Context: an optimization exercise on an open-source flow, tuned for small area, a short achievable clock period and few clock cycles per item. The choices shown serve that exercise and are no tape-out recipe. Function was checked by simulation only, so behaviour that the tests miss may differ from the original. Power and IR drop assume default switching activity.

red:
==> flow/design.v <==
module rfser_chframe (
    input  wire        clk,
    input  wire        rst,           
    input  wire        start,
    output wire        ready,
    input  wire [4:0]  chan_count,    
    input  wire [4:0]  chan_start,    
    input  wire [1:0]  fs_mode,       
    input  wire        rangecheck,
    input  wire        ctr_load,
    input  wire [15:0] ctr_value,
    output reg  [4:0]  tab_addr,
    input  wire [15:0] ch_out,
    input  wire [15:0] ch_center,
    input  wire [15:0] fs_val,
    output reg         out_valid,
    input  wire        out_ready,
    output reg  [7:0]  out_byte,
    output reg         out_last
);
    localparam [7:0]  SYNC          = 8'h7E;
    localparam [7:0]  TC_MODULE     = 8'h01;
    localparam [7:0]  TID_CHANNELS  = 8'h03;
    localparam [15:0] CTR_RELOAD    = 16'd1000;
    localparam [1:0]  FS_NOTSET     = 2'd0;
    localparam [1:0]  FS_HOLD       = 2'd1;
    localparam [1:0]  FS_CUSTOM     = 2'd2;
    localparam [1:0]  FS_NOPULSES   = 2'd3;
    localparam [1:0]  P_HDR = 2'd0,   
                      P_DAT = 2'd1,   
                      P_CRC = 2'd2,   
                      P_END = 2'd3;   
    function automatic ge13(input [12:0] y, input [12:0] c);
        integer i;
        begin
            ge13 = 1'b1;
            for (i = 0; i < 13; i = i + 1)
                ge13 = c[i] ? (y[i] & ge13) : (y[i] | ge13);
        end
    endfunction
    reg        ready_r;
    reg        first;      
    reg [1:0]  ph;
    reg [2:0]  cnt;
    reg [3:0]  pl;         
    reg        ok;         
    reg [15:0] counter;
    reg [15:0] sum;        
    reg [1:0]  fsme;       
    reg        fresh;      
    reg        rc;
    reg [2:0]  ahi;        
    reg [15:0] rin_raw;    
    reg [15:0] rin_cen;    
    assign ready = ready_r;
    wire ph_hdr = (ph == P_HDR);
    wire ph_dat = (ph == P_DAT);
    wire ph_crc = (ph == P_CRC);
    wire ph_end = (ph == P_END);
    wire adv    = ~out_valid | out_ready;
    wire can_ld = ~ready_r & ~ph_end & (~ph_dat | ok);
    reg [12:0] ya;
    reg [13:0] ca;
    reg [12:0] y;
    reg [13:0] cb;
    reg [12:0] w;
    reg [13:0] cw;
    reg [10:0] w1;
    reg [11:0] ci;
    integer i;
    localparam [12:0] K = 13'd1096;
    always @(*) begin
        ca[0] = 1'b0;
        ya[0] = rin_raw[0];
        ca[1] = 1'b0;
        for (i = 1; i < 13; i = i + 1) begin
            ya[i]   = rin_raw[i] ^ rin_cen[i-1] ^ ca[i];
            ca[i+1] = (rin_raw[i] & rin_cen[i-1]) | (ca[i] & (rin_raw[i] ^ rin_cen[i-1]));
        end
        cb[0] = 1'b0;
        for (i = 0; i < 13; i = i + 1) begin
            y[i]    = ya[i] ^ K[i] ^ cb[i];
            cb[i+1] = K[i] ? (ya[i] | cb[i]) : (ya[i] & cb[i]);
        end
        w[0]  = y[0];
        w[1]  = y[1] ^ y[0];
        cw[2] = y[1] & y[0];
        for (i = 2; i < 13; i = i + 1) begin
            w[i]    = y[i] ^ y[i-1] ^ cw[i];
            cw[i+1] = (y[i] & y[i-1]) | (cw[i] & (y[i] ^ y[i-1]));
        end
        ci[0] = 1'b1;
        for (i = 0; i < 11; i = i + 1) begin
            w1[i]   = w[i+2] ^ ci[i];
            ci[i+1] = w[i+2] & ci[i];
        end
    end
    wire signed [4:0] hu = {{2{rin_raw[15]}}, rin_raw[15:13]} + {rin_cen[15], rin_cen[15:12]};
    wire [1:0] c13 = {1'b0, ca[13]} + {1'b0, cb[13]};
    wire hz0 = (hu == 5'sd0),  hz1 = (hu == -5'sd1), hz2 = (hu == -5'sd2);
    wire hn0 = hu[4],          hn1 = hu[4] & ~hz1,   hn2 = hu[4] & ~hz1 & ~hz2;
    wire hzero = (c13 == 2'd0) ? hz0 : (c13 == 2'd1) ? hz1 : hz2;
    wire hneg  = (c13 == 2'd0) ? hn0 : (c13 == 2'd1) ? hn1 : hn2;
    wire y_ge_lo = ge13(y, 13'd2734);
    wire y_gt_hi = ge13(y, 13'd5458);
    wire clamp_lo = hneg | (hzero & ~y_ge_lo);
    wire clamp_hi = (~hneg & ~hzero) | (hzero & y_gt_hi);
    wire [1:0] h = w[11:10];
    wire [9:0] l = w[9:0];
    wire ones8  = &l[9:2];
    wire zeros8 = ~|l[9:2];
    wire h0 = (h == 2'd0), h1 = (h == 2'd1), h2 = (h == 2'd2), h3 = (h == 2'd3);
    wire kge1 = w[12] ? (~h0 | (ones8 & l[1] & l[0]))
                      : (h[1] | (h1 & ~zeros8));
    wire kge2 = w[12] ? (h[1] | (h1 & ones8 & l[1]))
                      : (h3 | (h2 & ~(zeros8 & ~(l[1] & l[0]))));
    wire keq3 = w[12] ? (h3 | (h2 & ones8 & (l[1] | l[0])))
                      : (h3 & ~(zeros8 & ~l[1]));
    wire cin = (w[1:0] == 2'd1) ? keq3 :
               (w[1:0] == 2'd2) ? kge2 :
               (w[1:0] == 2'd3) ? kge1 : 1'b0;
    wire [10:0] sc = cin ? w1 : w[12:2];
    wire due      = (fsme != FS_NOTSET);
    wire sel_fs   = (fsme == FS_CUSTOM);
    wire fs_hold  = sel_fs & (rin_raw == 16'd2000);
    wire fs_nop   = sel_fs & (rin_raw == 16'd2001);
    wire force_hi = (fsme == FS_HOLD) | fs_hold;
    wire force_lo = (fsme == FS_NOPULSES) | fs_nop;
    wire [10:0] chval = force_hi ? 11'd2047 :
                        force_lo ? 11'd0 :
                        clamp_hi ? 11'd2046 :
                        clamp_lo ? 11'd1 : sc;
    wire [7:0] addend = fresh ? out_byte : 8'd0;
    reg [15:0] sum_add;
    reg [16:0] cs;
    always @(*) begin
        cs[0] = 1'b0;
        for (i = 0; i < 8; i = i + 1) begin
            sum_add[i] = sum[i] ^ addend[i] ^ cs[i];
            cs[i+1]    = (sum[i] & addend[i]) | (cs[i] & (sum[i] ^ addend[i]));
        end
        for (i = 8; i < 16; i = i + 1) begin
            sum_add[i] = sum[i] ^ cs[i];
            cs[i+1]    = sum[i] & cs[i];
        end
    end
    reg [15:0] ctr_dec;
    reg [16:0] bw;
    always @(*) begin
        bw[0] = 1'b1;
        for (i = 0; i < 16; i = i + 1) begin
            ctr_dec[i] = counter[i] ^ bw[i];
            bw[i+1]    = bw[i] & ~counter[i];
        end
    end
    wire ctr_zero = bw[16];
    wire [7:0]  len = (pl[3:2] == 2'd0) ? 8'd16 : (pl[3:2] == 2'd1) ? 8'd28 : 8'd40;
    reg  [7:0]  nbyte;
    always @(*) begin
        case (ph)
            P_HDR: case (cnt)
                3'd1:    nbyte = len;
                3'd2:    nbyte = TC_MODULE;
                3'd3:    nbyte = TID_CHANNELS;
                3'd4:    nbyte = {rc, due, 6'd0};
                default: nbyte = 8'h00;
            endcase
            P_DAT: case (cnt)
                3'd0:    nbyte = chval[7:0];
                3'd1:    nbyte = {chval[3:0], 1'b0, ahi};
                default: nbyte = {1'b0, chval[10:4]};
            endcase
            default: nbyte = cnt[0] ? ~sum[7:0] : ~sum_add[15:8];
        endcase
    end
    wire body = (ph_hdr & (cnt >= 3'd2)) | ph_dat;
    wire last_pair = (pl == 4'd0);
    wire d0 = ph_dat & ((cnt == 3'd0) | ((cnt == 3'd2) & ~last_pair));
    wire d1 = (ph_hdr & (cnt == 3'd5)) | (ph_dat & (cnt == 3'd1) & ~last_pair) |
              (ph_dat & (cnt == 3'd2) & ~last_pair);
    wire [4:0] tab_inc = tab_addr + 5'd1;
    wire [4:0] tab_dec = tab_addr - 5'd1;
    wire [4:0] tab_adv   = ready_r ? chan_start :
                           (can_ld ? d1 : (~ok & d0)) ? tab_inc : tab_addr;
    wire [4:0] tab_stall = ~d0 ? tab_addr : ok ? tab_dec : tab_inc;
    wire [1:0] g_in = (chan_count <= 5'd8) ? 2'd1 : (chan_count <= 5'd16) ? 2'd2 : 2'd3;
    always @(posedge clk) begin
        rin_raw <= sel_fs ? fs_val : ch_out;
        rin_cen <= ch_center;
    end
    always @(posedge clk) begin
        if (rst) begin
            ready_r   <= 1'b1;
            out_valid <= 1'b0;
        end else if (adv) begin
            ready_r   <= ready_r ? ~start : ph_end;
            out_valid <= ready_r ?  start : can_ld;
        end
    end
    always @(posedge clk)
        first <= ~rst & ready_r & start;
    always @(posedge clk) begin
        if (rst)
            counter <= 16'd0;
        else if (ready_r & ctr_load & ~start)
            counter <= ctr_value;
        else if (first)
            counter <= ctr_zero ? CTR_RELOAD : ctr_dec;
    end
    always @(posedge clk) begin
        if (first) begin
            fsme <= ctr_zero ? fs_mode : FS_NOTSET;
            rc   <= rangecheck;
        end
    end
    always @(posedge clk)
        if (ph_dat & (cnt == 3'd0) & ok)
            ahi <= chval[10:8];
    always @(posedge clk) begin
        tab_addr <= adv ? tab_adv : tab_stall;
        ok       <= adv | ~ok | ~d0;
    end
    always @(posedge clk) begin
        sum   <= ready_r ? 16'd0 : sum_add;
        fresh <= ~ready_r & adv & can_ld & body;
    end
    always @(posedge clk) begin
        if (adv) begin
            if (ready_r) begin
                ph       <= P_HDR;
                cnt      <= 3'd1;
                pl       <= {g_in - 2'd1, 2'b11};
                out_byte <= SYNC;
                out_last <= 1'b0;
            end else if (can_ld) begin
                out_byte <= nbyte;
                out_last <= ph_crc & cnt[0];
                case (ph)
                    P_HDR: if (cnt == 3'd5) begin
                        ph  <= P_DAT;
                        cnt <= 3'd0;
                    end else begin
                        cnt <= cnt + 3'd1;
                    end
                    P_DAT: if (cnt == 3'd2) begin
                        cnt <= 3'd0;
                        if (last_pair) ph <= P_CRC;
                        pl  <= pl - 4'd1;
                    end else begin
                        cnt <= cnt + 3'd1;
                    end
                    P_CRC: if (cnt[0]) ph <= P_END;
                           else        cnt <= 3'd1;
                    default: ;
                endcase
            end
        end
    end
endmodule
clock: 33.0 ns
lec_check: 0
cap_margin: 20
core_margin: 2
core_utilization: 40
place_density: 0.6
slew_margin: 60
standard.sh (not shown) runs the stock make flow with config.mk's settings and CLKGATE_MAP_FILE= SYNTH_SCRIPT=/design/flow/synth_recipe.tcl, a recipe that flattens the netlist after the stock synthesis.
==> flow/flow/run.sh <==
#!/bin/bash
# Layout: the standard flow (standard synthesis unchanged), except that
#  - the buffer placed on every input and output port is the smallest buffer
#    cell (sky130_fd_sc_hd__buf_1) instead of the one buffer_ports picks, and
#  - clock tree synthesis builds the tree from clkbuf_8 cells and inserts no
#    dummy balancing loads.
# Each tool's full output goes to a log file of its own in this folder.
set -euo pipefail
bash standard.sh synth > synth.log 2>&1
bash standard.sh \
  "BUFFER_PORTS_ARGS=-buffer_cell sky130_fd_sc_hd__buf_1" \
  "CTS_ARGS=-sink_clustering_enable -repair_clock_nets -dont_use_dummy_load -buf_list sky130_fd_sc_hd__clkbuf_8" \
  finish > layout.log 2>&1
Testbench counts of red, summed over its fixed seeds: cycles 15,852, frames 384.
The inputs of green differ from those of red as listed below.
--- a/flow/design.v
+++ b/flow/design.v
@@ -42,13 +42,13 @@
     reg        first;      
     reg [1:0]  ph;
     reg [2:0]  cnt;
     reg [3:0]  pl;         
     reg        ok;         
     reg [15:0] counter;
-    reg [15:0] sum;        
+    reg [12:0] sum;        
     reg [1:0]  fsme;       
     reg        fresh;      
     reg        rc;
     reg [2:0]  ahi;        
     reg [15:0] rin_raw;    
     reg [15:0] rin_cen;    
@@ -128,21 +128,21 @@
     wire force_lo = (fsme == FS_NOPULSES) | fs_nop;
     wire [10:0] chval = force_hi ? 11'd2047 :
                         force_lo ? 11'd0 :
                         clamp_hi ? 11'd2046 :
                         clamp_lo ? 11'd1 : sc;
     wire [7:0] addend = fresh ? out_byte : 8'd0;
-    reg [15:0] sum_add;
-    reg [16:0] cs;
+    reg [12:0] sum_add;
+    reg [13:0] cs;
     always @(*) begin
         cs[0] = 1'b0;
         for (i = 0; i < 8; i = i + 1) begin
             sum_add[i] = sum[i] ^ addend[i] ^ cs[i];
             cs[i+1]    = (sum[i] & addend[i]) | (cs[i] & (sum[i] ^ addend[i]));
         end
-        for (i = 8; i < 16; i = i + 1) begin
+        for (i = 8; i < 13; i = i + 1) begin
             sum_add[i] = sum[i] ^ cs[i];
             cs[i+1]    = sum[i] & cs[i];
         end
     end
     reg [15:0] ctr_dec;
     reg [16:0] bw;
@@ -167,13 +167,13 @@
             endcase
             P_DAT: case (cnt)
                 3'd0:    nbyte = chval[7:0];
                 3'd1:    nbyte = {chval[3:0], 1'b0, ahi};
                 default: nbyte = {1'b0, chval[10:4]};
             endcase
-            default: nbyte = cnt[0] ? ~sum[7:0] : ~sum_add[15:8];
+            default: nbyte = cnt[0] ? ~sum[7:0] : {3'b111, ~sum_add[12:8]};
         endcase
     end
     wire body = (ph_hdr & (cnt >= 3'd2)) | ph_dat;
     wire last_pair = (pl == 4'd0);
     wire d0 = ph_dat & ((cnt == 3'd0) | ((cnt == 3'd2) & ~last_pair));
     wire d1 = (ph_hdr & (cnt == 3'd5)) | (ph_dat & (cnt == 3'd1) & ~last_pair) |
@@ -204,27 +204,28 @@
             counter <= 16'd0;
         else if (ready_r & ctr_load & ~start)
             counter <= ctr_value;
         else if (first)
             counter <= ctr_zero ? CTR_RELOAD : ctr_dec;
     end
+    always @(posedge clk)
+        rc <= rangecheck;
     always @(posedge clk) begin
         if (first) begin
             fsme <= ctr_zero ? fs_mode : FS_NOTSET;
-            rc   <= rangecheck;
         end
     end
     always @(posedge clk)
         if (ph_dat & (cnt == 3'd0) & ok)
             ahi <= chval[10:8];
     always @(posedge clk) begin
         tab_addr <= adv ? tab_adv : tab_stall;
         ok       <= adv | ~ok | ~d0;
     end
     always @(posedge clk) begin
-        sum   <= ready_r ? 16'd0 : sum_add;
+        sum   <= ready_r ? 13'd0 : sum_add;
         fresh <= ~ready_r & adv & can_ld & body;
     end
     always @(posedge clk) begin
         if (adv) begin
             if (ready_r) begin
                 ph       <= P_HDR;
### Flow results
- red → green: starting density of the core saw an increase, global-route wire length before repair up 1200 um, flip-flop and latch share of the layout cell area went down 0.79 points.
- The number of distinct library cells after synthesis in green sits about 9% above the value recorded for red.
- Summary of green over red: final-layout clock-cell area share saw little to no change, clock power saw a decrease, number of filler cells placed in the layout saw a decrease, wire length saw an increase, minimum setup slack in the final design saw a decrease.
Testbench counts of green, summed over its fixed seeds: cycles 15,852, frames 384.

* * *

## old
Another version of the RTL of rfser_chframe (not shown whole).
Size: ~640 cells after synthesis, roughly 95 flip-flops, about 6100 sq um of cells after synthesis.
clock: 33.0 ns
lec_check: 0
cap_margin: 20
core_margin: 2
core_utilization: 40
place_density: 0.6
slew_margin: 60
==> flow/flow/run.sh <==
#!/bin/bash
# Layout: the standard flow (standard synthesis unchanged), except that
#  - the buffer placed on every input and output port is the smallest buffer
#    cell (sky130_fd_sc_hd__buf_1) instead of the one buffer_ports picks,
#  - clock tree synthesis builds the tree from clkbuf_8 cells and inserts no
#    dummy balancing loads, and
#  - timing repair aims at a setup slack of 25.4 ns (the clock period and the
#    constraints are the design's; only the repair target is raised).
# Each tool's full output goes to a log file of its own in this folder.
set -euo pipefail
bash standard.sh synth > synth.log 2>&1
bash standard.sh \
  "BUFFER_PORTS_ARGS=-buffer_cell sky130_fd_sc_hd__buf_1" \
  "CTS_ARGS=-sink_clustering_enable -repair_clock_nets -dont_use_dummy_load -buf_list sky130_fd_sc_hd__clkbuf_8" \
  SETUP_SLACK_MARGIN=25.4 \
  finish > layout.log 2>&1
old | stages: all done | timing, DRC, antenna: all pass
Testbench counts of old, summed over its fixed seeds: cycles 15,852, frames 384.
Relative to old, the following input files were edited for new:
-- flow/design.v --
<<< old, line 173
    wire [4:0] tab_inc = tab_addr + 5'd1;
    wire [4:0] tab_dec = tab_addr - 5'd1;
    wire tab_adv_inc   = can_ld ? d1 : (~ok & d0);
    wire tab_sel_start = adv & ready_r;
    wire tab_sel_inc   = adv ? (~ready_r & tab_adv_inc) : (d0 & ~ok);
    wire tab_sel_dec   = ~adv & d0 & ok;
    wire tab_sel_hold  = ~(tab_sel_start | tab_sel_inc | tab_sel_dec);
    wire [1:0] g_in = (chan_count <= 5'd8) ? 2'd1 : (chan_count <= 5'd16) ? 2'd2 : 2'd3;
    always @(posedge clk) begin
>>> new, line 173
    wire [4:0] tab_inc = tab_addr + 5'd1;
    wire [4:0] tab_dec = tab_addr - 5'd1;
    wire [4:0] tab_adv   = ready_r ? chan_start :
                           (can_ld ? d1 : (~ok & d0)) ? tab_inc : tab_addr;
    wire [4:0] tab_stall = ~d0 ? tab_addr : ok ? tab_dec : tab_inc;
    wire [1:0] g_in = (chan_count <= 5'd8) ? 2'd1 : (chan_count <= 5'd16) ? 2'd2 : 2'd3;
    always @(posedge clk) begin
<<< old, line 213
            ahi <= chval[10:8];
    always @(posedge clk) begin
        tab_addr <= ({5{ tab_sel_start}} & chan_start) |
                    ({5{ tab_sel_inc}}   & tab_inc)    |
                    ({5{ tab_sel_dec}}   & tab_dec)    |
                    ({5{ tab_sel_hold}}  & tab_addr);
        ok       <= adv | ~ok | ~d0;
    end
>>> new, line 211
            ahi <= chval[10:8];
    always @(posedge clk) begin
        tab_addr <= adv ? tab_adv : tab_stall;
        ok       <= adv | ~ok | ~d0;
    end
[summary]
new | status: complete | timing, DRC, antenna: pass
met1 demand-to-capacity share in global routing was higher in new than in old.
new vs. old: delay of the slowest cell on the worst path went up 50 ps, total chip power has remained practically unchanged, minimum period implied by the final worst setup slack +36 ps.
new — worst setup slack after layout 36 ps lower, old as reference
Testbench counts of new, summed over its fixed seeds: cycles 15,852, frames 384.

[static timing again, ports no longer ideal]
In the flow no input, the clock included, has a driving cell. The finished layouts below were timed again as built, in two steps.
Step 1 (the two cells are an assumption about what drives the block):
set clk [get_ports {clk}]
set_driving_cell -lib_cell sky130_fd_sc_hd__clkbuf_16 $clk
set_driving_cell -lib_cell sky130_fd_sc_hd__buf_2 [delete_from_list [all_inputs] $clk]
Step 2 also shifts input and output timing later by t, the mid clock arrival at the registers, as if the neighbouring blocks saw the same clock.
Slacks: ideal ports / drivers / drivers and shift; pairs: ideal ports / drivers.
| run | t (ns) | slack for setup (ns) | worst slew at a driven data input, ns | cell pins on the clock port's net |
|---|---|---|---|---|
| red | 0.396 | 25.362 / 25.344 / 25.026 | 0.04 | 1 |
| green | 0.401 | 25.105 / 25.105 / 25.074 | 0.04 | 1 |
| old | 0.407 | 25.461 / 25.423 / 25.139 | 0.03 | 1 |
| new | 0.399 | 25.425 / 25.390 / 25.154 | 0.04 | 1 |
After both steps every run listed still meets setup and hold. The setup slack of red, which loses most, moves by -0.018 ns with the drivers and by -0.336 ns with both steps.
